This is an optimization exercise on Yosys and OpenROAD, whose aim is small area, a short achievable clock period and few clock cycles per item, not a production implementation.
At most, simulation tests tie the RTL to the original design; equivalence was not proved.
No functional check of the RTL was part of run 3.

### design/flow/flow/run.sh
#!/bin/bash
# Standard layout, with the port buffers made from the smallest buffer cell.
set -euo pipefail
export BUFFER_PORTS_ARGS="-buffer_cell sky130_fd_sc_hd__buf_1"
bash standard.sh > standard_flow.log 2>&1
### design/flow/standard.sh
#!/bin/bash
# synth_recipe.tcl (not shown) runs the flow's synth.tcl, then flattens the netlist and writes it again
# the make line also repeats each setting of config.mk as NAME=value (left out here)
make -C /OpenROAD-flow-scripts/flow DESIGN_CONFIG=/design/flow/config.mk WORK_HOME=/design/flow/orfs CLKGATE_MAP_FILE= SYNTH_SCRIPT=/design/flow/synth_recipe.tcl "${@:-finish}"
### design/flow/config.mk
export PLATFORM = sky130hd
export DESIGN_NAME = chunked_transition_lut_fsm
export DESIGN_NICKNAME = chunked_transition_lut_fsm
export VERILOG_FILES = /design/flow/design.v
export SDC_FILE = /design/flow/constraint.sdc
export NUM_CORES = 4
export LEC_CHECK = 0
export ABC_AREA = 1
export CAP_MARGIN = 20
export CORE_MARGIN = 2
export CORE_UTILIZATION = 45
export SETUP_SLACK_MARGIN = 3
export SLEW_MARGIN = 20
### design/flow/constraint.sdc
create_clock -name core_clock -period 10.0 [get_ports {clk}]
set_input_delay 2.0000 -clock core_clock [delete_from_list [all_inputs] [get_ports {clk}]]
set_output_delay 2.0000 -clock core_clock [all_outputs]
set_load 0.01 [all_outputs]
### design/flow/design.v
module chunked_transition_lut_fsm (
    input  wire         clk,
    input  wire         rst,
    input  wire         start,
    input  wire [15:0]  cmd,
    input  wire [63:0]  xin,
    input  wire [63:0]  yin,
    input  wire [127:0] hin,
    output wire         busy,
    output wire         done,
    output wire         fault,
    output wire [1:0]   cause,
    output wire [127:0] hout,
    output wire [63:0]  xout,
    output wire [63:0]  yout
);
    localparam integer K  = 32;            
    localparam integer LK = 5;             
    localparam integer NB = 64 / K;        
    localparam integer LB = 6 - LK;        
    wire       c_var   = cmd[12];
    wire       c_dir   = cmd[11];
    wire       c_auto  = cmd[10];
    wire [1:0] c_wsel  = cmd[9:8];
    wire [7:0] c_order = cmd[7:0];
    wire [7:0] w_bits    = 8'd8 << c_wsel;
    wire       illegal   = (cmd[15:13] != 3'd0) || (c_var && c_auto);
    wire       order_bad = !c_auto && (c_order > w_bits);
    wire       c_fault   = illegal | order_bad;
    wire [5:0] om1    = c_order[5:0] - 6'd1;
    wire [5:0] c_top  = c_auto ? (w_bits[6:0] - 7'd1) : om1;
    wire       c_none = !c_auto && (c_order[6:0] == 7'd0);
    wire [LB-1:0] c_b0 = c_top[5:LK];
    reg [127:0]   r;
    reg           act_r, done_r;
    reg [1:0]     cause_r;
    reg [LB-1:0]  blk;
    reg           first;
    reg [LK-1:0]  tpos;
    reg           var_r, dir_r;
    reg           su, sv;
    wire last = act_r && (blk == {LB{1'b0}});
    wire [2*K-1:0] bout;
    wire [127:0] res = {r[127:2*K], last ? bout : r[2*K-1:0]};
    assign busy  = act_r && !last;
    assign done  = done_r || last;
    assign cause = cause_r;
    assign fault = cause_r[0] | cause_r[1];
    assign hout  = res;
    genvar g;
    generate
        for (g = 0; g < 64; g = g + 1) begin : g_o
            assign xout[g] = res[2*g+1];
            assign yout[g] = res[2*g];
        end
    endgenerate
    wire [2*K-1:0] bin = r[2*K*blk +: 2*K];
    function [5:0] comp;    
        input [5:0] lo, hi;
        reg a00, a01, a10, a11, c00, c01, c10, c11;
        begin
            {a00, a01, a10, a11} = lo[5:2];
            {c00, c01, c10, c11} = hi[5:2];
            comp[5] = (a00 & c00) ^ (a01 & c10);
            comp[4] = (a00 & c01) ^ (a01 & c11);
            comp[3] = (a10 & c00) ^ (a11 & c10);
            comp[2] = (a10 & c01) ^ (a11 & c11);
            comp[1] = (a00 & hi[1]) ^ (a01 & hi[0]) ^ lo[1];
            comp[0] = (a10 & hi[1]) ^ (a11 & hi[0]) ^ lo[0];
        end
    endfunction
    reg  [K-1:0] la, lb;
    reg  [5:0]   lmap [0:K];      
    integer j;
    reg a, b, c, top, low;
    always @(*) begin
        lmap[0] = {4'b0000, su, sv};
        for (j = K - 1; j >= 0; j = j - 1) begin
            top = first && (j == tpos) && var_r;
            low = var_r && !(first && (j >= tpos));
            a = bin[2*j+1] ^ low;
            b = bin[2*j] ^ (low & dir_r);
            c = a ^ b;
            la[j] = a;
            lb[j] = b;
            if (top)
                lmap[K-j] = {4'b0000, a ^ dir_r, ~(a ^ dir_r)};
            else if (!dir_r)
                lmap[K-j] = {1'b1, c, ~c, 1'b1, c & a, ~c & ~a};
            else
                lmap[K-j] = {4'b1001, a & b, ~a & ~b};
        end
    end
    wire [5:0] e_m [0:K-1];
    genvar e2;
    generate
        for (e2 = 0; e2 < K; e2 = e2 + 1) begin : g_e
            assign e_m[e2] = lmap[e2];
        end
    endgenerate
    wire [5:0] bk1 = comp(e_m[1], e_m[0]);
    wire [5:0] bk2 = comp(e_m[3], e_m[2]);
    wire [5:0] bk3 = comp(e_m[5], e_m[4]);
    wire [5:0] bk4 = comp(e_m[7], e_m[6]);
    wire [5:0] bk5 = comp(e_m[9], e_m[8]);
    wire [5:0] bk6 = comp(e_m[11], e_m[10]);
    wire [5:0] bk7 = comp(e_m[13], e_m[12]);
    wire [5:0] bk8 = comp(e_m[15], e_m[14]);
    wire [5:0] bk9 = comp(e_m[17], e_m[16]);
    wire [5:0] bk10 = comp(e_m[19], e_m[18]);
    wire [5:0] bk11 = comp(e_m[21], e_m[20]);
    wire [5:0] bk12 = comp(e_m[23], e_m[22]);
    wire [5:0] bk13 = comp(e_m[25], e_m[24]);
    wire [5:0] bk14 = comp(e_m[27], e_m[26]);
    wire [5:0] bk15 = comp(e_m[29], e_m[28]);
    wire [5:0] bk16 = comp(e_m[31], e_m[30]);
    wire [5:0] bk17 = comp(bk2, bk1);
    wire [5:0] bk18 = comp(bk4, bk3);
    wire [5:0] bk19 = comp(bk6, bk5);
    wire [5:0] bk20 = comp(bk8, bk7);
    wire [5:0] bk21 = comp(bk10, bk9);
    wire [5:0] bk22 = comp(bk12, bk11);
    wire [5:0] bk23 = comp(bk14, bk13);
    wire [5:0] bk24 = comp(bk16, bk15);
    wire [5:0] bk25 = comp(bk18, bk17);
    wire [5:0] bk26 = comp(bk20, bk19);
    wire [5:0] bk27 = comp(bk22, bk21);
    wire [5:0] bk28 = comp(bk24, bk23);
    wire [5:0] bk29 = comp(bk26, bk25);
    wire [5:0] bk30 = comp(bk28, bk27);
    wire [5:0] bk31 = comp(bk30, bk29);
    wire [5:0] bk32 = comp(bk27, bk29);
    wire [5:0] bk33 = comp(bk19, bk25);
    wire [5:0] bk34 = comp(bk21, bk29);
    wire [5:0] bk35 = comp(bk23, bk32);
    wire [5:0] bk36 = comp(bk3, bk17);
    wire [5:0] bk37 = comp(bk5, bk25);
    wire [5:0] bk38 = comp(bk7, bk33);
    wire [5:0] bk39 = comp(bk9, bk29);
    wire [5:0] bk40 = comp(bk11, bk34);
    wire [5:0] bk41 = comp(bk13, bk32);
    wire [5:0] bk42 = comp(bk15, bk35);
    wire [5:0] bk43 = comp(e_m[2], bk1);
    wire [5:0] bk44 = comp(e_m[4], bk17);
    wire [5:0] bk45 = comp(e_m[6], bk36);
    wire [5:0] bk46 = comp(e_m[8], bk25);
    wire [5:0] bk47 = comp(e_m[10], bk37);
    wire [5:0] bk48 = comp(e_m[12], bk33);
    wire [5:0] bk49 = comp(e_m[14], bk38);
    wire [5:0] bk50 = comp(e_m[16], bk29);
    wire [5:0] bk51 = comp(e_m[18], bk39);
    wire [5:0] bk52 = comp(e_m[20], bk34);
    wire [5:0] bk53 = comp(e_m[22], bk40);
    wire [5:0] bk54 = comp(e_m[24], bk32);
    wire [5:0] bk55 = comp(e_m[26], bk41);
    wire [5:0] bk56 = comp(e_m[28], bk35);
    wire [5:0] bk57 = comp(e_m[30], bk42);
    wire [5:0] pre [0:LK][0:K-1];
    assign pre[LK][0] = e_m[0];
    assign pre[LK][1] = bk1;
    assign pre[LK][2] = bk43;
    assign pre[LK][3] = bk17;
    assign pre[LK][4] = bk44;
    assign pre[LK][5] = bk36;
    assign pre[LK][6] = bk45;
    assign pre[LK][7] = bk25;
    assign pre[LK][8] = bk46;
    assign pre[LK][9] = bk37;
    assign pre[LK][10] = bk47;
    assign pre[LK][11] = bk33;
    assign pre[LK][12] = bk48;
    assign pre[LK][13] = bk38;
    assign pre[LK][14] = bk49;
    assign pre[LK][15] = bk29;
    assign pre[LK][16] = bk50;
    assign pre[LK][17] = bk39;
    assign pre[LK][18] = bk51;
    assign pre[LK][19] = bk34;
    assign pre[LK][20] = bk52;
    assign pre[LK][21] = bk40;
    assign pre[LK][22] = bk53;
    assign pre[LK][23] = bk32;
    assign pre[LK][24] = bk54;
    assign pre[LK][25] = bk41;
    assign pre[LK][26] = bk55;
    assign pre[LK][27] = bk35;
    assign pre[LK][28] = bk56;
    assign pre[LK][29] = bk42;
    assign pre[LK][30] = bk57;
    assign pre[LK][31] = bk31;
    reg  [2*K-1:0] bo;
    assign bout = bo;
    reg            nu, nv;
    reg u, v, sw, oa, oc;
    integer k;
    always @(*) begin
        for (k = K - 1; k >= 0; k = k - 1) begin
            u  = pre[LK][K-1-k][1];
            v  = pre[LK][K-1-k][0];
            oa = la[k];
            oc = la[k] ^ lb[k];
            sw = u ^ v;
            if (!dir_r)
                bo[2*k +: 2] = {oa ^ (oc ? v : u), oc};
            else
                bo[2*k +: 2] = {(sw ? oc : oa) ^ u, (sw ? oa : oc) ^ u};
        end
    end
    wire [5:0] lastm = lmap[K];
    wire [1:0] s_in0 = pre[LK][K-1][1:0];
    always @(*) begin
        nu = (lastm[5] & s_in0[1]) ^ (lastm[4] & s_in0[0]) ^ lastm[1];
        nv = (lastm[3] & s_in0[1]) ^ (lastm[2] & s_in0[0]) ^ lastm[0];
    end
    wire launch = start && !busy;
    wire [7:0] th_lt, th_eq, tl_le;
    generate
        for (g = 0; g < 8; g = g + 1) begin : g_th
            assign th_lt[g] = !c_none && (g < c_top[5:3]);
            assign th_eq[g] = !c_none && (g == c_top[5:3]);
            assign tl_le[g] = (g <= c_top[2:0]);
        end
    endgenerate
    wire [63:0] keep;
    generate
        for (g = 0; g < 64; g = g + 1) begin : g_keep
            assign keep[g] = th_lt[g/8] | (th_eq[g/8] & tl_le[g%8]);
        end
    endgenerate
    integer i;
    always @(posedge clk) begin
        if (rst) begin
            act_r   <= 1'b0;
            done_r  <= 1'b0;
            cause_r <= 2'd0;
        end else if (launch) begin
            cause_r <= illegal ? 2'd1 : order_bad ? 2'd2 : 2'd0;
            act_r   <= !c_fault && !c_none;
            done_r  <= c_fault || c_none;
        end else if (last) begin
            act_r   <= 1'b0;
            done_r  <= 1'b1;
        end
        if (launch) begin
            for (i = 0; i < 64; i = i + 1) begin
                r[2*i+1] <= keep[i] & (c_dir ? hin[2*i+1] : xin[i]);
                r[2*i]   <= keep[i] & (c_dir ? hin[2*i]   : yin[i]);
            end
            blk   <= c_b0;
            first <= 1'b1;
            tpos  <= c_top[LK-1:0];
            var_r <= c_var;
            dir_r <= c_dir;
            su    <= 1'b0;
            sv    <= c_order[0];
        end else if (act_r) begin
            r[2*K*blk +: 2*K] <= bout;
            blk   <= blk - 1'b1;
            first <= 1'b0;
            su    <= nu;
            sv    <= nv;
        end
    end
endmodule
==> results of run 1 <==
routing by layer:
layer / vias up / routed length, um / part of all wire, %
met5: - / 38 / 0.035
met4: 6 / 5490 / 5.1
met3: 290 / 12400 / 12
met2: 1639 / 46900 / 44
met1: 13601 / 42600 / 40
li1: 13332 / - / -
through the flow:
| step | utilization (%) | hold slack (ns) | setup WS [ns] |
|---|---|---|---|
| floorplan | - | 0.433 | 3.23 |
| global placement | 47.6 | 0.481 | 1.52 |
| detailed placement | 47.6 | 0.498 | 1.44 |
| CTS | 56.1 | 0.511 | 2.10 |
| global route | 61.2 | 0.522 | 1.66 |
| finish | 61.2 | 0.500 | 1.99 |
synthesized netlist by cell type, types with 13 or more instances:
library cell,count
o21ai_0,203
nand4_1,33
o21ai_1,32
edfxtp_1,137
nand2_2,43
o211ai_1,32
inv_1,361
nor2_2,15
inv_2,54
or2_2,13
xor2_1,127
nand3_1,326
xnor2_1,76
a21oi_1,76
o32ai_1,84
clkbuf_1,61
nor2_1,348
nor3_1,28
buf_2,21
o22ai_1,26
mux2i_1,73
nand2_1,1244
buf_4,213
worst max-delay path, delay by kind of cell, from the launching register on:
family,cells,cell delay (ns)
AO/OA/AOI/OAI,2,0.39
AND/OR/NAND/NOR,30,2.92
XOR/XNOR,3,0.63
buffers and inverters,10,1.10
flip-flops,1,0.44
area by class of cell:
| class | instances | area share [%] |
|---|---|---|
| well taps | 672 | 2.74 |
| clock inverters | 11 | 0.608 |
| diodes | 3 | 0.0245 |
| clock buffers | 21 | 1.44 |
| inverters | 421 | 5.42 |
| flip-flops and latches | 143 | 13.8 |
| repair buffers | 830 | 16.0 |
| multi-input cells | 2924 | 60.0 |
how the worst max path moves through the flow:
stage,startpoint,end,slack (ns),depth (start not counted)
after floorplan,tpos[2],xout[10],3.23,36
final,blk,hout[18],1.99,45
after global routing,tpos[2],xout[9],1.66,44
after CTS,tpos[2],hout[11],2.10,47
after detailed placement,first,yout[1],1.44,48
after global placement,first,xout[17],1.52,39
cells by family (layout without fill, tap and decap cells):
family / after synthesis / after routing / share of synthesized area, %
and+or+nand+nor: 2109 / 2112 / 39.2
other: 0 / 3 / 0
xor gates and xnor gates: 209 / 209 / 8.28
DFF: 143 / 143 / 18.6
AOI/OAI and AO/OA: 522 / 522 / 14.3
buffers and inverters: 730 / 1283 / 16.0
adders and majority gates: 8 / 8 / 0.439
muxes: 73 / 73 / 3.21
timing repair:
action | CTS | global route
endpoints found under the setup margin | 112 | 110
buffers inserted | 169 | 91
gates cloned | 11 | 1
pin swaps | 142 | 207
resized for setup | 590 | 457
==> metrics.md, run 1 <==
| Metric | Value |
|---|---|
| Initial antenna violation count | 8 |
| CP required | 8.00 ns |
| Boundary Pins | 536 |
| Met1 usage | 52.0% |
| Starting DRT DRC Count | 3157 |
| Final hold vios | 0 |
| Largest area contributor in the netlist | nand2_1 |
| Critical path class | flop to primary output |
| #FFs+latches synth | 143 |
| RSZ-0062 raised after global routing | true |
| CP Launch Type | flop |
| Fin crit share | 80.1% |
| Total gr overflow | 0 |
| Most frequent cells in the layout | nand2_1 (1008), buf_1 (455), inv_1 (335) |
| CTS HTree Levels | 4 |
| Top FF cell, synth | edfxtp_1 |
| Pin count of the biggest net entering global routing | 79 |
| Max Cap Viol | 0 |
| Mean Syn Cell Area | 6.01 um2 |
| Clk sink count | 143 |
| CP max stage cell | edfxtp_1 |
| Total CTS buffers | 17 |
| Share of layout cells above drive strength 1 | 27.2% |
| Min-delay src | cause_r[1] |
| Setup TNS Final | 0 ns |
| Met3 usage | 8.06% |
| Drt total wl | 107000 um |
| Hold endpoint | cause_r[1] |
| Tot GR Track Use | 38.5% |
| Antenna viol nets, final | 0 |
| Die Wd | 229 um |
| Synth Net Count | 4077 |
| Die H | 229 um |
| Finish-stage setup viols | 0 |
| Clk root buf | clkbuf_16 |
| Fin crit period | 8.01 ns |
| DR pass1 iterations | 6 |
| Sequential-to-total area share from yosys stat | 18.6% |
| FF-to-FF path depth | 40 |
| CTS tree | built |
| DP HPWL | 79000 um |
| Slew headroom | 16.5% |
| Gpl congestion | 1.01 |
| Synth top area cells | nand2_1 (20%), edfxtp_1 (18%), nand3_1 (7.2%) |
| Clk latency of the worst-skew pair | 0.48 ns |
| Final Skew | 0.0197 ns |
| Synth top area share | 20.5% |
| Vias in the first global route | 25566 |
| Starting density of the core | 45.5% |
| R2R setup slack | 4.24 ns |
| PortBufs | 535 |
| # fillers | 4881 |
| Clock Tree Buf Depth | 2 |
| Critical path endpoint category | primary output |
| Syn-to-layout area delta | 34.5% |
| Area taken by multi-input logic gates | 18400 um2 |
| Die footprint | 52500 um2 |
| Worst-path clk slew | 0.06 ns |
| Worst path most repeated cell | nand2_2 |
| Most Crowded Layer GR | met2 |
| Cts hold-fix bufs | 0 |
| Most common cell after layout, fill and taps aside | nand2_1 |
| Distinct cells, synth | 66 |
| Worst-Margin Slew | 1.25 ns |
| Worst-path fanout max | 8 |
| Number of flops mapped to enable cells by yosys | 137 |
| Routed len/inst | 21.4 um |
| Worst path max stage delay | 0.44 ns |
| Synth warn | 2 |
| Fmax achieved | 125 MHz |
| Area post-placement | 23800 um2 |
| Crit path DAT | 6.01 ns |
| Fin. max-slew vios | 0 |
| DRC errors left | 0 |
| Final instance area | 30600 um2 |
| Final #Nets | 4620 |
| Core area | 50100 um2 |
| Share of async-settable or async-resettable flops after synthesis | 0% |
| Status | complete, no violations |
| Via Count | 28868 |
| Hold Path Depth | 2 |
| First-pass GRT wire length | 155000 um |
| R2r startpoint | blk |
| Register area | 4240 um2 |
| Non-filler instance count after layout | 5025 |
| Mapped cell area | 22800 um2 |
| Vias/cell | 5.74 |
| Post-Synthesis Cells | 3794 |
| Min-delay worst type | flop to flop |
| Met2 Usage GRT | 59.3% |
| Placed Instances | 4718 |
| Row count | 82 |
Testbench counts, summed over its fixed seeds: cycles 9,326, items 8,000.
==> run 2, diff against run 1 <==
--- a/design/flow/design.v
+++ b/design/flow/design.v
@@ -35,14 +35,12 @@
     reg           act_r, done_r;
     reg [1:0]     cause_r;
-    reg [LB-1:0]  blk;
     reg           first;
     reg [LK-1:0]  tpos;
     reg           var_r, dir_r;
     reg           su, sv;
-    wire last = act_r && (blk == {LB{1'b0}});
     wire [2*K-1:0] bout;
-    wire [127:0] res = {r[127:2*K], last ? bout : r[2*K-1:0]};
-    assign busy  = act_r && !last;
-    assign done  = done_r || last;
+    wire [127:0] res = {r[127:2*K], bout};
+    assign busy  = act_r;
+    assign done  = done_r;
     assign cause = cause_r;
     assign fault = cause_r[0] | cause_r[1];
@@ -55,5 +53,5 @@
         end
     endgenerate
-    wire [2*K-1:0] bin = r[2*K*blk +: 2*K];
+    wire [2*K-1:0] bin = act_r ? r[4*K-1:2*K] : r[2*K-1:0];
     function [5:0] comp;    
         input [5:0] lo, hi;
@@ -213,5 +211,4 @@
         nv = (lastm[3] & s_in0[1]) ^ (lastm[2] & s_in0[0]) ^ lastm[0];
     end
-    wire launch = start && !busy;
     wire [7:0] th_lt, th_eq, tl_le;
     generate
@@ -228,4 +225,5 @@
         end
     endgenerate
+    wire launch = start && !act_r;
     integer i;
     always @(posedge clk) begin
@@ -236,7 +234,7 @@
         end else if (launch) begin
             cause_r <= illegal ? 2'd1 : order_bad ? 2'd2 : 2'd0;
-            act_r   <= !c_fault && !c_none;
-            done_r  <= c_fault || c_none;
-        end else if (last) begin
+            act_r   <= !c_fault && !c_none && c_b0[0];
+            done_r  <= c_fault || c_none || !c_b0[0];
+        end else if (act_r) begin
             act_r   <= 1'b0;
             done_r  <= 1'b1;
@@ -247,14 +245,12 @@
                 r[2*i]   <= keep[i] & (c_dir ? hin[2*i]   : yin[i]);
             end
-            blk   <= c_b0;
             first <= 1'b1;
             tpos  <= c_top[LK-1:0];
-            var_r <= c_var;
+            var_r <= c_var && !c_none;
             dir_r <= c_dir;
             su    <= 1'b0;
             sv    <= c_order[0];
         end else if (act_r) begin
-            r[2*K*blk +: 2*K] <= bout;
-            blk   <= blk - 1'b1;
+            r[4*K-1:2*K] <= bout;
             first <= 1'b0;
             su    <= nu;
--- a/design/flow/config.mk
+++ b/design/flow/config.mk
@@ -10,4 +10,4 @@
 export CORE_MARGIN = 2
 export CORE_UTILIZATION = 45
-export SETUP_SLACK_MARGIN = 3
+export SETUP_SLACK_MARGIN = 2
 export SLEW_MARGIN = 20
==> metrics.md, run 2 <==
| Metric | Value |
|---|---|
| CTS HTree Levels | 4 (unchanged) |
| Register area | 4210 um2 (was 4240 um2) |
| Total CTS buffers | 17 (unchanged) |
| Die Wd | 222 um (was 229 um) |
| Antenna viol nets, final | 0 (unchanged) |
| Mux share of post-synthesis cell area | 3.19% (was 3.21%) |
| Adder-cell share of the synthesized area | 0.466% (was 0.439%) |
| Largest area contributor in the netlist | nand2_1 (unchanged) |
| CP max stage cell | edfxtp_1 (unchanged) |
| # fillers | 4936 (was 4881) |
| Starting DRT DRC Count | 2843 (was 3157) |
| Post-synth top cells | nand2_1 (1183), inv_1 (332), nand3_1 (303) (was nand2_1 (1244), inv_1 (361), nor2_1 (348)) |
| Share of async-settable or async-resettable flops after synthesis | 0% (unchanged) |
| Top Registers | r (128), tpos (5), cause_r (2) |
| Distinct cells, synth | 60 (was 66) |
| Number of flops mapped to enable cells by yosys | 136 (was 137) |
| Total gr overflow | 0 (unchanged) |
| Die H | 222 um (was 229 um) |
| Fin crit period | 7.96 ns (was 8.01 ns) |
| Setup TNS Final | 0 ns (unchanged) |
| Most frequent cells in the layout | nand2_1 (1054), buf_1 (518), inv_1 (322) (was nand2_1 (1008), buf_1 (455), inv_1 (335)) |
| Boundary Pins | 536 (unchanged) |
| Final hold vios | 0 (unchanged) |
| Routed len/inst | 20.6 um (was 21.4 um) |
| Post-Synthesis Cells | 3552 (was 3794) |
| Largest register FFs | 128 |
| First-pass GRT wire length | 132000 um (was 155000 um) |
| Mean Syn Cell Area | 6.04 um2 (was 6.01 um2) |
| Clk root buf | clkbuf_16 (unchanged) |
| Clk sink count | 142 (was 143) |
| CP bufs+invs | 10 (unchanged) |
| Synth top area share | 20.7% (was 20.5%) |
| Gpl congestion | 1.02 (was 1.01) |
| Critical path class | flop to primary output (unchanged) |
| Synth top area cells | nand2_1 (21%), edfxtp_1 (19%), nand3_1 (7.1%) (was nand2_1 (20%), edfxtp_1 (18%), nand3_1 (7.2%)) |
| Syn-to-layout area delta | 21.9% (was 34.5%) |
| Synth Area in Simple Gates | 39.2% (about the same) |
| Min-delay worst type | flop to flop (unchanged) |
| Fin crit share | 79.6% (was 80.1%) |
| Synth warn | 2 (unchanged) |
| Final #Nets | 4249 (was 4620) |
| DRC errors left | 0 (unchanged) |
| Worst-Margin Slew | 1.19 ns (was 1.25 ns) |
| Slew headroom | 20.2% (was 16.5%) |
| Worst-path fanout max | 6 (was 8) |
| Critical path endpoint category | primary output (unchanged) |
| Core area | 47400 um2 (was 50100 um2) |
| Largest delay share family, worst path | simple AND/OR/NAND/NOR gates (unchanged) |
| Fmax achieved | 126 MHz (was 125 MHz) |
| CP required | 8.00 ns (about the same) |
| PortBufs | 535 (unchanged) |
| Share of layout cells above drive strength 1 | 17.9% (was 27.2%) |
| Final Skew | 0.0107 ns (was 0.0197 ns) |
| Synth Net Count | 3835 (was 4077) |
| Worst path most repeated cell | nand2_1 (was nand2_2) |
| Via Count | 25399 (was 28868) |
| Vias in the first global route | 21453 (was 25566) |
| Drt total wl | 94600 um (was 107000 um) |
| CP Launch Type | flop (unchanged) |
| Pin count of the biggest net entering global routing | 82 (was 79) |
| Fin. max-slew vios | 0 (unchanged) |
| Row count | 80 (was 82) |
| Most common cell after layout, fill and taps aside | nand2_1 (unchanged) |
| DP HPWL | 73800 um (was 79000 um) |
| #FFs+latches synth | 142 (was 143) |
| Clock Tree Buf Depth | 2 (unchanged) |
| Top reg by flops | r |
| Cts hold-fix bufs | 0 (unchanged) |
| DR pass1 iterations | 6 (unchanged) |
| Vias/cell | 5.53 (was 5.74) |
| Max Cap Viol | 0 (unchanged) |
| Area taken by multi-input logic gates | 15800 um2 (was 18400 um2) |
| Status | complete, no violations (unchanged) |
| Initial antenna violation count | 2 (was 8) |
| Top FF cell, synth | edfxtp_1 (unchanged) |
| Worst path max stage delay | 0.49 ns (was 0.44 ns) |
| Starting density of the core | 45.2% (was 45.5%) |
| Die footprint | 49500 um2 (was 52500 um2) |
| Main combinational cell family by area after synthesis | simple AND/OR/NAND/NOR gates (unchanged) |
| Worst-path clk slew | 0.06 ns (about the same) |
| Tot GR Track Use | 35.4% (was 38.5%) |
| Clk latency of the worst-skew pair | 0.44 ns (was 0.48 ns) |
| Most instantiated library cell after synthesis | nand2_1 (unchanged) |
| Finish-stage setup viols | 0 (unchanged) |
| Sequential-to-total area share from yosys stat | 19.6% (was 18.6%) |
| RSZ-0062 raised after global routing | true (unchanged) |
| XOR/XNOR share of the synthesized area | 9.01% (was 8.28%) |
| Compound-Gate Fraction of Synth Area | 12.8% (was 14.3%) |
| CTS tree | built (unchanged) |
| Crit path DAT | 5.96 ns (was 6.01 ns) |
| Mapped cell area | 21500 um2 (was 22800 um2) |
-- run 2: cell count changes after synthesis, sizes merged, moves of 11 or more --
cell	delta
a21oi	+58
o41ai	+17
clkbuf	-24
nand3b	+15
nor3	-11
nand3	-26
or2	+18
inv	-28
o21ai	-15
nor2	-45
nand4	-12
o32ai	-79
nand2	-62
o22ai	-22
-- run 2: final timing paths --
check                   from          to  slack (ns)  depth (start not counted)
setup / recovery     tpos[4]     yout[5]        2.04                         42
hold / removal    cause_r[1]  cause_r[1]        0.50                          2
setup reg to reg     tpos[4]       r[66]        4.22                         49
hold reg to reg   cause_r[1]  cause_r[1]        0.50                          2
-- run 2: through the flow --
step / utilization (%) / setup slack, ns / instance area, um2 / instances / hold WS, ns
3_5_place_dp: 47.4 / 1.83 / 22500 / 4439 / 0.484
6_report: 55.1 / 2.04 / 26200 / 4595 / 0.497
3_3_place_gp: 47.4 / 1.87 / 22500 / 4439 / 0.478
2_1_floorplan: - / 3.33 / 21500 / 3552 / 0.474
5_1_grt: 55.1 / 1.67 / 26200 / 4595 / 0.508
4_1_cts: 49.8 / 1.99 / 23600 / 4506 / 0.491
-- run 2: routing by layer --
| metal | share of wire [%] | global-route usage (%) |
|---|---|---|
| met4 | 3.3 | 10.1 |
| met2 | 43 | 52.1 |
| met1 | 43 | 52.0 |
| met3 | 11 | 7.33 |
| met5 | 0 | 0 |
-- run 2: final cells by class --
class / count / area share, %
clock inverter: 6 / 0.230
timing repair inverter: 1 / 0.0335
sequential: 142 / 16.1
timing repair buffer: 671 / 12.5
tap: 615 / 2.94
inverter: 393 / 5.91
antenna: 1 / 0.00956
clock buffer: 26 / 1.87
multi-input combinational: 2740 / 60.4
-- run 2: worst reg2reg max path: cells and delay by family (launching register included) --
family / cells / cell delay, ns
xor+xnor: 1 / 0.21
simple gates: 36 / 3.45
flops: 1 / 0.49
buf+inv: 10 / 1.06
compound gates: 2 / 0.32
-- run 2: repair_timing --
action | in CTS | in global routing
resized for setup | 43 | 451
cloned | 3 | 3
endpoints found under the setup margin | 66 | 74
pin swaps | 11 | 89
setup buffers | 32 | 85
-- run 2: cell families (layout without fill, tap and decap cells) --
kind of cell	after synthesis	in the layout
compound gates	472	472
flops	142	142
xor+xnor	207	207
buf+inv	671	1097
other cells	0	1
fa+ha+maj	8	8
simple gates	1984	1985
mux	68	68
Testbench counts of run 2, summed over its fixed seeds: cycles 9,326, items 8,000.
==> run 3, diff against run 2 <==
--- a/design/flow/design.v
+++ b/design/flow/design.v
@@ -35,6 +35,7 @@
     reg           act_r, done_r;
     reg [1:0]     cause_r;
-    reg           first;
-    reg [LK-1:0]  tpos;
+    reg           mtop;           
+    reg [3:0]     tq1;            
+    reg [7:0]     tq0;            
     reg           var_r, dir_r;
     reg           su, sv;
@@ -75,6 +76,6 @@
         lmap[0] = {4'b0000, su, sv};
         for (j = K - 1; j >= 0; j = j - 1) begin
-            top = first && (j == tpos) && var_r;
-            low = var_r && !(first && (j >= tpos));
+            top = mtop && tq1[j/8] && tq0[j%8];
+            low = var_r && !top;
             a = bin[2*j+1] ^ low;
             b = bin[2*j] ^ (low & dir_r);
@@ -226,4 +227,5 @@
     endgenerate
     wire launch = start && !act_r;
+    wire [NB-1:0] padb = {c_b0[0] & !c_none, !c_none};
     integer i;
     always @(posedge clk) begin
@@ -242,9 +244,12 @@
         if (launch) begin
             for (i = 0; i < 64; i = i + 1) begin
-                r[2*i+1] <= keep[i] & (c_dir ? hin[2*i+1] : xin[i]);
-                r[2*i]   <= keep[i] & (c_dir ? hin[2*i]   : yin[i]);
+                r[2*i+1] <= keep[i] ? (c_dir ? hin[2*i+1] : xin[i]) : padb[i/K] & c_var;
+                r[2*i]   <= keep[i] ? (c_dir ? hin[2*i]   : yin[i]) : padb[i/K] & c_var & c_dir;
             end
-            first <= 1'b1;
-            tpos  <= c_top[LK-1:0];
+            mtop  <= c_var && !c_none;
+            for (i = 0; i < 4; i = i + 1)
+                tq1[i] <= (c_top[4:3] == i);
+            for (i = 0; i < 8; i = i + 1)
+                tq0[i] <= (c_top[2:0] == i);
             var_r <= c_var && !c_none;
             dir_r <= c_dir;
@@ -253,5 +258,5 @@
         end else if (act_r) begin
             r[4*K-1:2*K] <= bout;
-            first <= 1'b0;
+            mtop  <= 1'b0;
             su    <= nu;
             sv    <= nv;
==> metrics.md, run 3 <==
| Metric | Value |
|---|---|
| Final Skew | 0.0152 ns (was 0.0107 ns) |
| Distinct cells, synth | 59 (was 60) |
| #FFs+latches synth | 149 (was 142) |
| Tot GR Track Use | 32.6% (was 35.4%) |
| Mapped cell area | 22100 um2 (was 21500 um2) |
| Row count | 81 (was 80) |
| Clk latency of the worst-skew pair | 0.46 ns (was 0.44 ns) |
| Finish-stage setup viols | 0 (unchanged) |
| DRC errors left | 0 (unchanged) |
| Status | complete, no violations (unchanged) |
| Slew headroom | 27.0% (was 20.2%) |
| Number of flops mapped to enable cells by yosys | 144 (was 136) |
| Fin crit period | 7.74 ns (was 7.96 ns) |
| Vias/cell | 5.46 (was 5.53) |
| Final #Nets | 4379 (was 4249) |
| Synth top area cells | nand2_1 (22%), edfxtp_1 (20%), buf_4 (6.7%) (was nand2_1 (21%), edfxtp_1 (19%), nand3_1 (7.1%)) |
| Initial antenna violation count | 6 (was 2) |
| Via Count | 25870 (was 25399) |
| Starting DRT DRC Count | 2270 (was 2843) |
| CP max stage cell | dfxtp_4 (was edfxtp_1) |
| Synth top area share | 21.7% (was 20.7%) |
| Total CTS buffers | 17 (unchanged) |
| CP Launch Type | flop (unchanged) |
| Starting density of the core | 45.4% (was 45.2%) |
| Most frequent cells in the layout | nand2_1 (1148), buf_1 (522), nor2_1 (346) (was nand2_1 (1054), buf_1 (518), inv_1 (322)) |
| Final hold vios | 0 (unchanged) |
| Top FF cell, synth | edfxtp_1 (unchanged) |
| Critical path class | flop to primary output (unchanged) |
| Share of async-settable or async-resettable flops after synthesis | 0% (unchanged) |
| Clk sink count | 149 (was 142) |
| RSZ-0062 raised after global routing | true (unchanged) |
| Worst-path fanout max | 9 (was 6) |
| Setup TNS Final | 0 ns (unchanged) |
| Most common cell after layout, fill and taps aside | nand2_1 (unchanged) |
| Drt total wl | 89700 um (was 94600 um) |
| PortBufs | 535 (unchanged) |
| Top Registers | r (128), tq0 (8), tq1 (4) (was r (128), tpos (5), cause_r (2)) |
| Die H | 225 um (was 222 um) |
| DR pass1 iterations | 5 (was 6) |
| Post-Synthesis Cells | 3723 (was 3552) |
| Syn-to-layout area delta | 18.9% (was 21.9%) |
| Mean Syn Cell Area | 5.93 um2 (was 6.04 um2) |
| Antenna viol nets, final | 0 (unchanged) |
| Vias in the first global route | 21960 (was 21453) |
| Total gr overflow | 0 (unchanged) |
| Fmax achieved | 129 MHz (was 126 MHz) |
| Largest register FFs | 128 (unchanged) |
| Worst path most repeated cell | nand2_1 (unchanged) |
| Min-delay worst type | flop to flop (unchanged) |
| First-pass GRT wire length | 127000 um (was 132000 um) |
| Gpl congestion | 0.958 (was 1.02) |
| Share of layout cells above drive strength 1 | 16.3% (was 17.9%) |
| CTS HTree Levels | 4 (unchanged) |
| Die footprint | 50800 um2 (was 49500 um2) |
| Worst-Margin Slew | 1.09 ns (was 1.19 ns) |
| Die Wd | 225 um (was 222 um) |
| CTS tree | built (unchanged) |
| Synth warn | 2 (unchanged) |
| Largest area contributor in the netlist | nand2_1 (unchanged) |
| Pin count of the biggest net entering global routing | 142 (was 82) |
| Routed len/inst | 18.9 um (was 20.6 um) |
| Critical path endpoint category | primary output (unchanged) |
| Synth Net Count | 4006 (was 3835) |
| Sequential-to-total area share from yosys stat | 20.1% (was 19.6%) |
| CP required | 8.00 ns (about the same) |
| Clk root buf | clkbuf_16 (unchanged) |
| Post-synth top cells | nand2_1 (1274), nor2_1 (375), inv_1 (293) (was nand2_1 (1183), inv_1 (332), nand3_1 (303)) |
| Max Cap Viol | 0 (unchanged) |
| Top reg by flops | r (unchanged) |
| Most instantiated library cell after synthesis | nand2_1 (unchanged) |
| Boundary Pins | 536 (unchanged) |
| Core area | 48600 um2 (was 47400 um2) |
| DP HPWL | 67600 um (was 73800 um) |
| Worst-path clk slew | 0.07 ns (was 0.06 ns) |
| Worst path max stage delay | 0.39 ns (was 0.49 ns) |
| Crit path DAT | 5.74 ns (was 5.96 ns) |
| Clock Tree Buf Depth | 2 (unchanged) |
| Fin. max-slew vios | 0 (unchanged) |
| Fin crit share | 77.4% (was 79.6%) |
==> run 3: critical path: cells and delay by family (launching register included) <==
family / cells / cell delay, ns
AOI/OAI and AO/OA: 3 / 0.27
buffers and inverters: 8 / 0.79
xor gates and xnor gates: 4 / 0.98
and+or+nand+nor: 26 / 2.82
DFF: 1 / 0.39
==> run 3: area by class of cell <==
cell class              instances  area, um2
flip-flops and latches        149       4430
multi-input cells            2865      15600
repair inverters                2       22.5
inverters                     400       1550
well taps                     622        778
repair buffers                661       3320
fillers                      5102      22400
clock inverters                14        126
diodes                          4       10.0
clock buffers                  18        429
==> run 3: layer usage <==
metal / track usage [%] / vias to the layer above / part of all wire (%)
met5: 0 / - / 0.026
li1: - / 12601 / -
met4: 9.44 / 4 / 2.8
met2: 49.3 / 1238 / 44
met1: 47.3 / 11903 / 44
met3: 5.32 / 124 / 9.4
==> run 3: kinds of logic (layout without fill, tap and decap cells) <==
family | Yosys count | after routing | share of synthesized area (%)
AOI/OAI and AO/OA | 569 | 569 | 14.9
xor gates and xnor gates | 203 | 203 | 8.96
adders and majority gates | 8 | 8 | 0.454
buffers and inverters | 709 | 1095 | 15.9
DFF | 149 | 149 | 20.1
muxes | 13 | 13 | 0.590
other | 0 | 4 | 0
and+or+nand+nor | 2072 | 2072 | 39.1
==> run 3: stage by stage <==
step	setup slack, ns	std cells	util (%)	area (um2)	hold slack [ns]
final	2.26	4735	53.9	26200	0.517
after global routing	1.86	4733	53.9	26200	0.532
after CTS	2.00	4631	48.8	23800	0.512
after detailed placement	1.78	4594	47.5	23100	0.491
after global placement	1.87	4594	47.5	23100	0.498
after floorplan	3.47	3723	-	22100	0.480
==> run 3: timing repair <==
item | in CTS | in global routing
pin swaps | 0 | 101
setup endpoints to repair | 69 | 72
resized for setup | 10 | 383
hold buffers | 0 | 0
endpoints found under the hold margin | 0 | 0
cloned | 0 | 9
setup buffers | 5 | 91
==> run 3: final timing paths <==
check          from      end  slack (ns)  cells past startpoint
max           act_r  xout[3]        2.26                     41
min          done_r   done_r        0.52                      2
min reg2reg  done_r   done_r        0.52                      2
max reg2reg   act_r    r[71]        4.54                     42
==> run 4, diff against run 3 <==
--- a/design/flow/design.v
+++ b/design/flow/design.v
@@ -31,5 +31,7 @@
     wire [5:0] c_top  = c_auto ? (w_bits[6:0] - 7'd1) : om1;
     wire       c_none = !c_auto && (c_order[6:0] == 7'd0);
-    wire [LB-1:0] c_b0 = c_top[5:LK];
+    wire       c_upz  = c_dir ? (hin[127:64] == 64'd0)
+                              : ((xin[63:32] | yin[63:32]) == 32'd0);
+    wire [LB-1:0] c_b0 = c_top[5:LK] & ~(c_auto & c_upz);
     reg [127:0]   r;
     reg           act_r, done_r;
==> metrics.md, run 4 <==
| Metric | Value |
|---|---|
| # fillers | 5261 (was 5102) |
| Hold Worst Slack | 0.517 ns (about the same) |
| Clk latency of the worst-skew pair | 0.46 ns (about the same) |
| Max Cap Viol | 0 (unchanged) |
| Drt total wl | 95600 um (was 89700 um) |
| Worst-Margin Slew | 1.05 ns (was 1.09 ns) |
| Largest area contributor in the netlist | nand2_1 (unchanged) |
| Pin count of the biggest net entering global routing | 136 (was 142) |
| Antenna viol nets, final | 0 (unchanged) |
| Syn-to-layout area delta | 17.4% (was 18.9%) |
| Mean Syn Cell Area | 5.99 um2 (was 5.93 um2) |
| Compound-Gate Fraction of Synth Area | 14.4% (was 14.9%) |
| Crit path DAT | 5.77 ns (was 5.74 ns) |
| DR pass1 iterations | 6 (was 5) |
| CP required | 8.00 ns (about the same) |
| Starting density of the core | 45.4% (about the same) |
| Clock Tree Buf Depth | 2 (unchanged) |
| #FFs+latches synth | 149 (unchanged) |
| Worst path most repeated cell | nand2_2 (was nand2_1) |
| FF-to-FF path depth | 37 (was 42) |
| Setup TNS Final | 0 ns (unchanged) |
| Post-synth top cells | nand2_1 (1282), nor2_1 (346), inv_1 (324) (was nand2_1 (1274), nor2_1 (375), inv_1 (293)) |
| Worst-path fanout max | 8 (was 9) |
| Most common cell after layout, fill and taps aside | nand2_1 (unchanged) |
| Worst-path clk slew | 0.07 ns (about the same) |
| Synth top area cells | nand2_1 (21%), edfxtp_1 (19%), buf_4 (6.7%) (was nand2_1 (22%), edfxtp_1 (20%), buf_4 (6.7%)) |
| Vias in the first global route | 22723 (was 21960) |
| Min-delay src | done_r (unchanged) |
| Synth Net Count | 4066 (was 4006) |
| CTS HTree Levels | 4 (unchanged) |
| Fin crit period | 7.77 ns (was 7.74 ns) |
| Largest register FFs | 128 (unchanged) |
| Worst r2r dst | r[85] (was r[71]) |
| Top Registers | r (128), tq0 (8), tq1 (4) (unchanged) |
| CP Launch Type | flop (unchanged) |
| RSZ-0062 raised after global routing | true (unchanged) |
| Main combinational cell family by area after synthesis | simple AND/OR/NAND/NOR gates (unchanged) |
| Synth Area in Simple Gates | 40.2% (was 39.1%) |
| Top reg by flops | r (unchanged) |
| Tot GR Track Use | 34.5% (was 32.6%) |
| Finish-stage setup viols | 0 (unchanged) |
| Top FF cell, synth | edfxtp_1 (unchanged) |
| Total gr overflow | 0 (unchanged) |
| PortBufs | 535 (unchanged) |
| R2r startpoint | mtop (was act_r) |
| Core area | 50000 um2 (was 48600 um2) |
| Most frequent cells in the layout | nand2_1 (1196), buf_1 (520), nor2_1 (322) (was nand2_1 (1148), buf_1 (522), nor2_1 (346)) |
| Gpl congestion | 0.947 (was 0.958) |
| DRC errors left | 0 (unchanged) |
| Critical path endpoint category | primary output (unchanged) |
| Number of flops mapped to enable cells by yosys | 144 (unchanged) |
| Sequential-to-total area share from yosys stat | 19.5% (was 20.1%) |
| Post-Synthesis Cells | 3783 (was 3723) |
| CP bufs+invs | 7 (was 8) |
| Hold endpoint | done_r (unchanged) |
| Initial antenna violation count | 13 (was 6) |
| Status | complete, no violations (unchanged) |
| Share of async-settable or async-resettable flops after synthesis | 0% (unchanged) |
| R2R setup slack | 4.47 ns (was 4.54 ns) |
| Clk root buf | clkbuf_16 (unchanged) |
| Critical path class | flop to primary output (unchanged) |
| Worst path max stage delay | 0.59 ns (was 0.39 ns) |
| Synth top area share | 21.2% (was 21.7%) |
| Slew headroom | 29.6% (was 27.0%) |
| Total CTS buffers | 17 (unchanged) |
| Fmax achieved | 129 MHz (about the same) |
| XOR/XNOR share of the synthesized area | 8.92% (was 8.96%) |
| Min-delay worst type | flop to flop (unchanged) |
| Routed len/inst | 19.7 um (was 18.9 um) |
| Most instantiated library cell after synthesis | nand2_1 (unchanged) |
| CTS tree | built (unchanged) |
| Mux share of post-synthesis cell area | 0.928% (was 0.590%) |
| Fin crit share | 77.7% (was 77.4%) |
| Die H | 228 um (was 225 um) |
| Final hold vios | 0 (unchanged) |
| Starting DRT DRC Count | 2574 (was 2270) |
| Die Wd | 228 um (was 225 um) |
| Mapped cell area | 22700 um2 (was 22100 um2) |
| Boundary Pins | 536 (unchanged) |
| Adder-cell share of the synthesized area | 0.442% (was 0.454%) |
| Vias/cell | 5.45 (was 5.46) |
| Hold Path Depth | 2 (unchanged) |
| Via Count | 26494 (was 25870) |
| Largest delay share family, worst path | simple AND/OR/NAND/NOR gates (unchanged) |
| CP max stage cell | o31ai_1 (was dfxtp_4) |
| Row count | 82 (was 81) |
| Die footprint | 52200 um2 (was 50800 um2) |
| Synth warn | 2 (unchanged) |
| Share of layout cells above drive strength 1 | 15.0% (was 16.3%) |
| Fin. max-slew vios | 0 (unchanged) |
| Final Skew | 0.0112 ns (was 0.0152 ns) |
| Distinct cells, synth | 61 (was 59) |
| DP HPWL | 73100 um (was 67600 um) |
| Final #Nets | 4448 (was 4379) |
| First-pass GRT wire length | 138000 um (was 127000 um) |
| Clk sink count | 149 (unchanged) |
-- run 4: what timing repair did --
item                       4_1_cts  5_1_grt
setup buffers                   19       87
gates resized for setup         18      292
setup endpoints to repair       72       64
cloned                           4        3
hold buffers                     0        0
pin swaps                        0       92
-- run 4: cell families (layout without fill, tap and decap cells) --
family,Yosys count,after routing
AND/OR/NAND/NOR,2129,2129
flip-flops,149,149
XOR/XNOR,212,212
buffers and inverters,701,1096
other,0,7
AO/OA/AOI/OAI,563,563
adder cells (fa/ha/maj),8,8
multiplexers,21,21
-- run 4: how the worst max path moves through the flow --
stage | start | endpoint | slack [ns] | cells past startpoint
after floorplan | act_r | yout[0] | 3.40 | 28
after global placement | act_r | hout[4] | 1.78 | 42
after detailed placement | act_r | hout[3] | 1.70 | 48
after CTS | mtop | hout[3] | 2.01 | 46
after global routing | mtop | hout[11] | 1.81 | 45
final | mtop | hout[4] | 2.23 | 42
-- run 4: worst reg2reg max path, delay by kind of cell (launching register included) --
family	cells	cell delay (ns)
AOI/OAI and AO/OA	3	0.50
xor gates and xnor gates	4	0.90
buffers and inverters	9	0.93
DFF	1	0.44
and+or+nand+nor	21	2.46
-- run 4: per-layer routing --
| metal | track usage (%) | part of all wire, % | wire [um] | vias up |
|---|---|---|---|---|
| met2 | 53.8 | 44 | 42200 | 1272 |
| met4 | 11.3 | 3.5 | 3330 | 12 |
| met3 | 5.08 | 9.0 | 8560 | 158 |
| met5 | 0 | 0.083 | 79 | - |
| met1 | 48.9 | 43 | 41400 | 12152 |
| li1 | - | - | - | 12900 |
-- run 4: stage by stage --
| step | util, % | cell area, um2 | worst slack [ns] | instances |
|---|---|---|---|---|
| finish | 53.3 | 26600 | 2.23 | 4857 |
| global route | 53.3 | 26600 | 1.81 | 4854 |
| CTS | 49.5 | 24700 | 2.01 | 4759 |
| detailed placement | 47.4 | 23700 | 1.70 | 4704 |
| global placement | 47.4 | 23700 | 1.78 | 4704 |
| floorplan | - | 22700 | 3.40 | 3783 |
-- run 4: layout make-up --
cell class,count,area (um2),area share [%]
Antenna cell,7,17.5,0.0658
Inverter,395,1520,5.71
Clock inverter,15,181,0.682
Tap cell,672,841,3.16
Sequential cell,149,4430,16.6
Timing Repair Buffer,668,3350,12.6
Multi-Input combinational cell,2933,15800,59.5
Clock buffer,17,425,1.60
Timing Repair inverter,1,11.3,0.0423
Testbench counts of run 4, summed over its fixed seeds: cycles 9,256, items 8,000.
==> run 5, diff against run 4 <==
--- a/design/flow/config.mk
+++ b/design/flow/config.mk
@@ -9,5 +9,6 @@
 export CAP_MARGIN = 20
 export CORE_MARGIN = 2
-export CORE_UTILIZATION = 45
+export CORE_UTILIZATION = 60
+export PLACE_DENSITY = 0.75
 export SETUP_SLACK_MARGIN = 2
 export SLEW_MARGIN = 20
==> metrics.md, run 5 <==
| Metric | Value |
|---|---|
| Total CTS buffers | 17 (unchanged) |
| Setup TNS Final | 0 ns (unchanged) |
| Critical path class | flop to primary output (unchanged) |
| Final Skew | 0.0125 ns (was 0.0112 ns) |
| #FFs+latches synth | 149 (unchanged) |
| Clock Tree Buf Depth | 2 (unchanged) |
| Pre-CTS setup slack | 1.88 ns (was 1.70 ns) |
| Finish-stage setup viols | 0 (unchanged) |
| Worst path max stage delay | 0.42 ns (was 0.59 ns) |
| Most Crowded Layer GR | met2 (unchanged) |
| Vias in the first global route | 22819 (was 22723) |
| Total gr overflow | 0 (unchanged) |
| Via Count | 27040 (was 26494) |
| DP HPWL | 66400 um (was 73100 um) |
| Most common cell after layout, fill and taps aside | nand2_1 (unchanged) |
| RSZ-0062 raised after global routing | true (unchanged) |
| Top Registers | r (128), tq0 (8), tq1 (4) (unchanged) |
| Min-delay worst type | flop to flop (unchanged) |
| Drt total wl | 89900 um (was 95600 um) |
| Met2 Usage GRT | 64.3% (was 53.8%) |
| Slew headroom | 22.7% (was 29.6%) |
| Top reg by flops | r (unchanged) |
| CTS HTree Levels | 4 (unchanged) |
| Final #Nets | 4433 (was 4448) |
| CP Launch Type | flop (unchanged) |
| Post-synth top cells | nand2_1 (1282), nor2_1 (346), inv_1 (324) (unchanged) |
| Fin crit share | 77.9% (was 77.7%) |
| Status | complete, no violations (unchanged) |
| Worst path most repeated cell | nand2_1 (was nand2_2) |
| Core area | 37400 um2 (was 50000 um2) |
| Max Cap Viol | 0 (unchanged) |
| Die Wd | 198 um (was 228 um) |
| Share of async-settable or async-resettable flops after synthesis | 0% (unchanged) |
| Register area | 4430 um2 (unchanged) |
| Synth Net Count | 4066 (unchanged) |
| Most instantiated library cell after synthesis | nand2_1 (unchanged) |
| Worst-path fanout max | 15 (was 8) |
| Area taken by multi-input logic gates | 15800 um2 (about the same) |
| Largest register FFs | 128 (unchanged) |
| Starting density of the core | 60.6% (was 45.4%) |
| Antenna viol nets, final | 0 (unchanged) |
| Syn-to-layout area delta | 15.6% (was 17.4%) |
| Synth warn | 2 (unchanged) |
| Worst-path clk slew | 0.07 ns (about the same) |
| Vias/cell | 5.78 (was 5.45) |
| DRC errors left | 0 (unchanged) |
| Largest area contributor in the netlist | nand2_1 (unchanged) |
| Routed len/inst | 19.2 um (was 19.7 um) |
| Met3 usage | 11.3% (was 5.08%) |
| DR pass1 iterations | 7 (was 6) |
| Die H | 198 um (was 228 um) |
| Hold Path Depth | 2 (unchanged) |
| Synth top area cells | nand2_1 (21%), edfxtp_1 (19%), buf_4 (6.7%) (unchanged) |
| Met1 usage | 55.4% (was 48.9%) |
| Mapped cell area | 22700 um2 (unchanged) |
| Fin crit period | 7.79 ns (was 7.77 ns) |
| Clk root buf | clkbuf_16 (unchanged) |
| Clk latency of the worst-skew pair | 0.46 ns (about the same) |
| Top FF cell, synth | edfxtp_1 (unchanged) |
| Mean Syn Cell Area | 5.99 um2 (unchanged) |
| Share of layout cells above drive strength 1 | 14.0% (was 15.0%) |
| CTS tree | built (unchanged) |
| Fin util | 70.1% (was 53.3%) |
| Synth top area share | 21.2% (unchanged) |
| Crit path DAT | 5.79 ns (was 5.77 ns) |
| CP required | 8.00 ns (about the same) |
| Fmax achieved | 128 MHz (was 129 MHz) |
| Die footprint | 39300 um2 (was 52200 um2) |
| Initial antenna violation count | 7 (was 13) |
| Fin. max-slew vios | 0 (unchanged) |
| Most frequent cells in the layout | nand2_1 (1199), buf_1 (525), nor2_1 (327) (was nand2_1 (1196), buf_1 (520), nor2_1 (322)) |
| Starting DRT DRC Count | 2806 (was 2574) |
| CP max stage cell | dfxtp_4 (was o31ai_1) |
| PortBufs | 535 (unchanged) |
| Tot GR Track Use | 42.5% (was 34.5%) |
| Worst-Margin Slew | 1.15 ns (was 1.05 ns) |
| FF-to-FF path depth | 33 (was 37) |
| Area post-placement | 23500 um2 (was 23700 um2) |
| First-pass GRT wire length | 127000 um (was 138000 um) |
| Final instance area | 26200 um2 (was 26600 um2) |
| Sequential-to-total area share from yosys stat | 19.5% (unchanged) |
| # fillers | 3507 (was 5261) |
| Clk sink count | 149 (unchanged) |
| Row count | 71 (was 82) |
| Boundary Pins | 536 (unchanged) |
| Gpl congestion | 1.03 (was 0.947) |
| Worst setup margin | 2.21 ns (was 2.23 ns) |
| Distinct cells, synth | 61 (unchanged) |
| Critical path endpoint category | primary output (unchanged) |
| Final hold vios | 0 (unchanged) |
| Pin count of the biggest net entering global routing | 136 (unchanged) |
| Post-Synthesis Cells | 3783 (unchanged) |
| Number of flops mapped to enable cells by yosys | 144 (unchanged) |
-- run 5: timing repair --
item / CTS / global route
resized for setup: 16 / 274
endpoints found under the hold margin: 0 / 0
buffers inserted: 11 / 82
setup endpoints to repair: 56 / 58
pin swaps: 0 / 56
gates cloned: 2 / 7
hold buffers: 0 / 0
-- run 5: routing by layer --
| layer | vias up | wire length (um) |
|---|---|---|
| met5 | - | 46 |
| met4 | 8 | 5520 |
| met3 | 308 | 11300 |
| met2 | 1631 | 38600 |
| met1 | 12235 | 34400 |
| li1 | 12858 | - |
-- run 5: final timing paths --
kind              slack, ns          to  startpoint
setup / recovery       2.21     hout[2]       act_r
hold / removal         0.50  cause_r[1]  cause_r[1]
setup reg to reg       4.50       r[65]        mtop
hold reg to reg        0.50  cause_r[1]  cause_r[1]
-- run 5: cell type report --
| cell class | count | area share, % |
|---|---|---|
| Tap cell | 511 | 2.44 |
| Antenna cell | 3 | 0.0286 |
| Multi-Input combinational cell | 2934 | 60.4 |
| Timing Repair Buffer | 651 | 12.0 |
| Sequential cell | 149 | 16.9 |
| Clock buffer | 17 | 1.62 |
| Timing Repair inverter | 2 | 0.119 |
| Inverter | 395 | 5.87 |
| Clock inverter | 15 | 0.645 |
-- run 5: cells by family (layout without fill, tap and decap cells) --
logic type | after synthesis | in the layout | synth area share [%]
AO/OA/AOI/OAI | 563 | 563 | 14.4
other | 0 | 3 | 0
multiplexers | 21 | 21 | 0.928
XOR/XNOR | 212 | 212 | 8.92
buffers and inverters | 701 | 1080 | 15.5
adder cells (fa/ha/maj) | 8 | 8 | 0.442
AND/OR/NAND/NOR | 2129 | 2130 | 40.2
flip-flops | 149 | 149 | 19.5
-- run 5: worst max-delay path: cells and delay by family, from the launching register on --
kind	cells	cell delay [ns]
AO/OA/AOI/OAI	1	0.10
XOR/XNOR	2	0.36
buffers and inverters	8	0.85
flip-flops	1	0.42
AND/OR/NAND/NOR	33	3.56
-- run 5: metrics by stage --
| step | std cells | hold slack, ns |
|---|---|---|
| 3_5_place_dp | 4540 | 0.485 |
| 3_3_place_gp | 4540 | 0.483 |
| 6_report | 4677 | 0.495 |
| 5_1_grt | 4677 | 0.508 |
| 4_1_cts | 4585 | 0.494 |
| 2_1_floorplan | 3783 | 0.484 |
==> run 6, diff against run 5 <==
--- a/design/flow/design.v
+++ b/design/flow/design.v
@@ -37,5 +37,4 @@
     reg           act_r, done_r;
     reg [1:0]     cause_r;
-    reg           mtop;           
     reg [3:0]     tq1;            
     reg [7:0]     tq0;            
@@ -78,5 +77,5 @@
         lmap[0] = {4'b0000, su, sv};
         for (j = K - 1; j >= 0; j = j - 1) begin
-            top = mtop && tq1[j/8] && tq0[j%8];
+            top = tq1[j/8] && tq0[j%8];
             low = var_r && !top;
             a = bin[2*j+1] ^ low;
@@ -249,7 +248,6 @@
                 r[2*i]   <= keep[i] ? (c_dir ? hin[2*i]   : yin[i]) : padb[i/K] & c_var & c_dir;
             end
-            mtop  <= c_var && !c_none;
             for (i = 0; i < 4; i = i + 1)
-                tq1[i] <= (c_top[4:3] == i);
+                tq1[i] <= c_var && !c_none && (c_top[4:3] == i);
             for (i = 0; i < 8; i = i + 1)
                 tq0[i] <= (c_top[2:0] == i);
@@ -260,5 +258,5 @@
         end else if (act_r) begin
             r[4*K-1:2*K] <= bout;
-            mtop  <= 1'b0;
+            tq1   <= 4'd0;
             su    <= nu;
             sv    <= nv;
--- a/design/flow/config.mk
+++ b/design/flow/config.mk
@@ -9,6 +9,5 @@
 export CAP_MARGIN = 20
 export CORE_MARGIN = 2
-export CORE_UTILIZATION = 60
-export PLACE_DENSITY = 0.75
-export SETUP_SLACK_MARGIN = 2
+export CORE_UTILIZATION = 45
+export SETUP_SLACK_MARGIN = 2.5
 export SLEW_MARGIN = 20
==> metrics.md, run 6 <==
| Metric | Value |
|---|---|
| Die H | 225 um (was 198 um) |
| Clk latency of the worst-skew pair | 0.46 ns (about the same) |
| Crit path DAT | 5.76 ns (was 5.79 ns) |
| Clock Tree Buf Depth | 2 (unchanged) |
| Sequential-to-total area share from yosys stat | 19.9% (was 19.5%) |
| Die Wd | 225 um (was 198 um) |
| Vias/cell | 5.58 (was 5.78) |
| Hold endpoint | cause_r[1] (unchanged) |
| Pin count of the biggest net entering global routing | 88 (was 136) |
| First-pass GRT wire length | 138000 um (was 127000 um) |
| DR pass1 iterations | 6 (was 7) |
| Vias in the first global route | 22870 (was 22819) |
| Critical path endpoint category | primary output (unchanged) |
| Boundary Pins | 536 (unchanged) |
| Post-Synthesis Cells | 3692 (was 3783) |
| Fin crit share | 77.6% (was 77.9%) |
| Area taken by multi-input logic gates | 17200 um2 (was 15800 um2) |
| DRC errors left | 0 (unchanged) |
| Starting density of the core | 45.3% (was 60.6%) |
| CP Launch Type | flop (unchanged) |
| CTS tree | built (unchanged) |
| Worst-path clk slew | 0.07 ns (about the same) |
| Gpl congestion | 1.02 (was 1.03) |
| Fin. max-slew vios | 0 (unchanged) |
| Fmax achieved | 129 MHz (was 128 MHz) |
| Top reg by flops | r (unchanged) |
| Final Skew | 0.0114 ns (was 0.0125 ns) |
| Via Count | 26987 (was 27040) |
| Synth Net Count | 3975 (was 4066) |
| Initial antenna violation count | 13 (was 7) |
| Status | complete, no violations (unchanged) |
| Final hold vios | 0 (unchanged) |
| Most frequent cells in the layout | nand2_1 (1026), buf_1 (499), nor2_1 (354) (was nand2_1 (1199), buf_1 (525), nor2_1 (327)) |
| Tot GR Track Use | 36.0% (was 42.5%) |
| Total gr overflow | 0 (unchanged) |
| Worst-path fanout max | 7 (was 15) |
| Largest register FFs | 128 (unchanged) |
| Clk root buf | clkbuf_16 (unchanged) |
| Max Cap Viol | 0 (unchanged) |
| Worst path max stage delay | 0.41 ns (was 0.42 ns) |
| Mapped cell area | 22100 um2 (was 22700 um2) |
| Fin crit period | 7.76 ns (was 7.79 ns) |
| Total CTS buffers | 17 (unchanged) |
| DP HPWL | 72300 um (was 66400 um) |
| Setup TNS Final | 0 ns (unchanged) |
| Die footprint | 50800 um2 (was 39300 um2) |
| Critical path class | flop to primary output (unchanged) |
| Clk sink count | 148 (was 149) |
| R2R setup slack | 4.23 ns (was 4.50 ns) |
| # fillers | 4782 (was 3507) |
| CP max stage cell | edfxtp_1 (was dfxtp_4) |
| Finish-stage setup viols | 0 (unchanged) |
| Routed len/inst | 20.5 um (was 19.2 um) |
| Register area | 4400 um2 (was 4430 um2) |
| Synth top area cells | nand2_1 (22%), edfxtp_1 (19%), buf_4 (7.0%) (was nand2_1 (21%), edfxtp_1 (19%), buf_4 (6.7%)) |
| Core area | 48600 um2 (was 37400 um2) |
| Worst path most repeated cell | nand2_2 (was nand2_1) |
| Top FF cell, synth | edfxtp_1 (unchanged) |
| Row count | 81 (was 71) |
| #FFs+latches synth | 148 (was 149) |
| FF-to-FF path depth | 37 (was 33) |
| Mean Syn Cell Area | 5.97 um2 (was 5.99 um2) |
| Slew headroom | 20.9% (was 22.7%) |
| PortBufs | 535 (unchanged) |
| R2r startpoint | tq1[2] (was mtop) |
| Worst-Margin Slew | 1.18 ns (was 1.15 ns) |
| Antenna viol nets, final | 0 (unchanged) |
| Distinct cells, synth | 61 (unchanged) |
| Hold Path Depth | 2 (unchanged) |
| Post-synth top cells | nand2_1 (1269), nor2_1 (406), inv_1 (273) (was nand2_1 (1282), nor2_1 (346), inv_1 (324)) |
| Synth top area share | 21.6% (was 21.2%) |
| Top Registers | r (128), tq0 (8), tq1 (4) (unchanged) |
| CTS HTree Levels | 4 (unchanged) |
| Starting DRT DRC Count | 3154 (was 2806) |
| Drt total wl | 99200 um (was 89900 um) |
| Synth warn | 2 (unchanged) |
| CP required | 8.00 ns (about the same) |
| Share of async-settable or async-resettable flops after synthesis | 0% (unchanged) |
| Final #Nets | 4475 (was 4433) |
| Min-delay src | cause_r[1] (unchanged) |
| Most common cell after layout, fill and taps aside | nand2_1 (unchanged) |
| Number of flops mapped to enable cells by yosys | 143 (was 144) |
| Min-delay worst type | flop to flop (unchanged) |
| Share of layout cells above drive strength 1 | 24.2% (was 14.0%) |
| Most instantiated library cell after synthesis | nand2_1 (unchanged) |
| RSZ-0062 raised after global routing | true (unchanged) |
| Worst r2r dst | r[87] (was r[65]) |
| Syn-to-layout area delta | 31.3% (was 15.6%) |
| Largest area contributor in the netlist | nand2_1 (unchanged) |
-- run 6: cell count changes in the layout (fill, tap and decap cells not counted), moves of 18 or more --
cell / delta
nand2_2: +96
nand3_1: -99
buf_4: +108
xnor2_2: +18
inv_1: -69
nand2_4: +36
buf_6: +26
nand2_1: -173
nor2_1: +27
buf_1: -26
xor2_2: +24
nor2_4: +29
mux2i_1: -18
a21oi_1: -41
-- run 6: final cells by class --
cell class                      count  share of cell area [%]
Tap cell                          622                    2.69
Antenna cell                        8                  0.0691
Clock inverter                     12                   0.618
Timing Repair Buffer              788                    15.9
Multi-Input combinational cell   2889                    59.3
Sequential cell                   148                    15.2
Inverter                          344                    4.60
Timing Repair inverter              4                   0.130
Clock buffer                       20                    1.51
-- run 6: how the worst max path moves through the flow --
stage / from / end / slack, ns
after floorplan: act_r / yout[3] / 3.41
after global placement: var_r / hout[22] / 1.82
after detailed placement: var_r / yout[1] / 1.78
after CTS: var_r / xout[1] / 2.49
after global routing: act_r / hout[11] / 1.95
final: tq1[2] / hout[10] / 2.24
-- run 6: metrics by stage --
| step | area [um2] | instances | hold WS (ns) | util, % | setup WS [ns] |
|---|---|---|---|---|---|
| after floorplan | 22100 | 3692 | 0.490 | - | 3.41 |
| after global placement | 23000 | 4563 | 0.491 | 47.3 | 1.82 |
| after detailed placement | 23000 | 4563 | 0.495 | 47.3 | 1.78 |
| after CTS | 25800 | 4707 | 0.504 | 53.0 | 2.49 |
| after global routing | 29000 | 4835 | 0.526 | 59.5 | 1.95 |
| final | 29000 | 4835 | 0.511 | 59.5 | 2.24 |
-- run 6: layer usage --
layer	vias up	wire length (um)	global-route usage (%)
li1	12797	-	-
met1	12616	42000	52.0
met2	1385	44400	54.9
met3	185	9380	5.46
met4	4	3420	11.3
met5	-	30	0
-- run 6: cells by family (layout without fill, tap and decap cells) --
| family | count (synthesis) | count (layout) | synth area share, % |
|---|---|---|---|
| other | 0 | 8 | 0 |
| adder cells (fa/ha/maj) | 8 | 8 | 0.454 |
| flip-flops | 148 | 148 | 19.9 |
| AND/OR/NAND/NOR | 2068 | 2068 | 39.0 |
| buffers and inverters | 655 | 1168 | 15.1 |
| AO/OA/AOI/OAI | 566 | 566 | 14.9 |
| multiplexers | 2 | 2 | 0.0908 |
| XOR/XNOR | 245 | 245 | 10.5 |
-- run 6: timing repair --
| item | CTS | global route |
|---|---|---|
| pin swaps | 79 | 176 |
| setup endpoints to repair | 88 | 75 |
| hold buffers | 0 | 0 |
| setup buffers | 104 | 113 |
| resized for setup | 267 | 553 |
| cloned | 8 | 7 |
-- run 6: worst max-delay path: cells and delay by family, from the launching register on --
family	cells	cell delay, ns
buf+inv	4	0.68
flops	1	0.41
compound gates	2	0.46
simple gates	19	2.41
xor+xnor	6	1.31
Testbench counts of run 6, summed over its fixed seeds: cycles 9,256, items 8,000.

-- port drivers added, routing unchanged --
Ports are ideal in the flow. The routed layouts listed here were re-timed in OpenROAD.
Step 1: set_driving_cell puts a clkbuf_16 on clk and a buf_2 on each other input, an assumption about the parent block.
Step 2 times the ports against the registers' clock, not the clock port: input delays grow and output delays shrink by t, the midpoint of the rising clock arrivals with the driver on.
a / b / c = no drivers / after step 1 / after step 2; a / b = the first two.
run | shift t [ns] | setup slack, ns | worst setup path at the end | clock arrival spread, ns | worst register clock-pin slew, ns
run 1 | 0.535 | 1.986 / 1.921 / 2.456 | register to output | 0.019 / 0.020 | 0.08 / 0.08
run 2 | 0.490 | 2.039 / 1.984 / 2.474 | register to output | 0.011 / 0.011 | 0.06 / 0.06
run 3 | 0.508 | 2.257 / 2.200 / 2.709 | register to output | 0.016 / 0.015 | 0.07 / 0.07
run 4 | 0.508 | 2.232 / 2.174 / 2.682 | register to output | 0.011 / 0.011 | 0.08 / 0.08
run 5 | 0.504 | 2.205 / 2.152 / 2.656 | register to output | 0.012 / 0.012 | 0.08 / 0.08
run 6 | 0.512 | 2.242 / 2.183 / 2.694 | register to output | 0.011 / 0.011 | 0.07 / 0.07
After both steps every run listed still meets setup and hold.
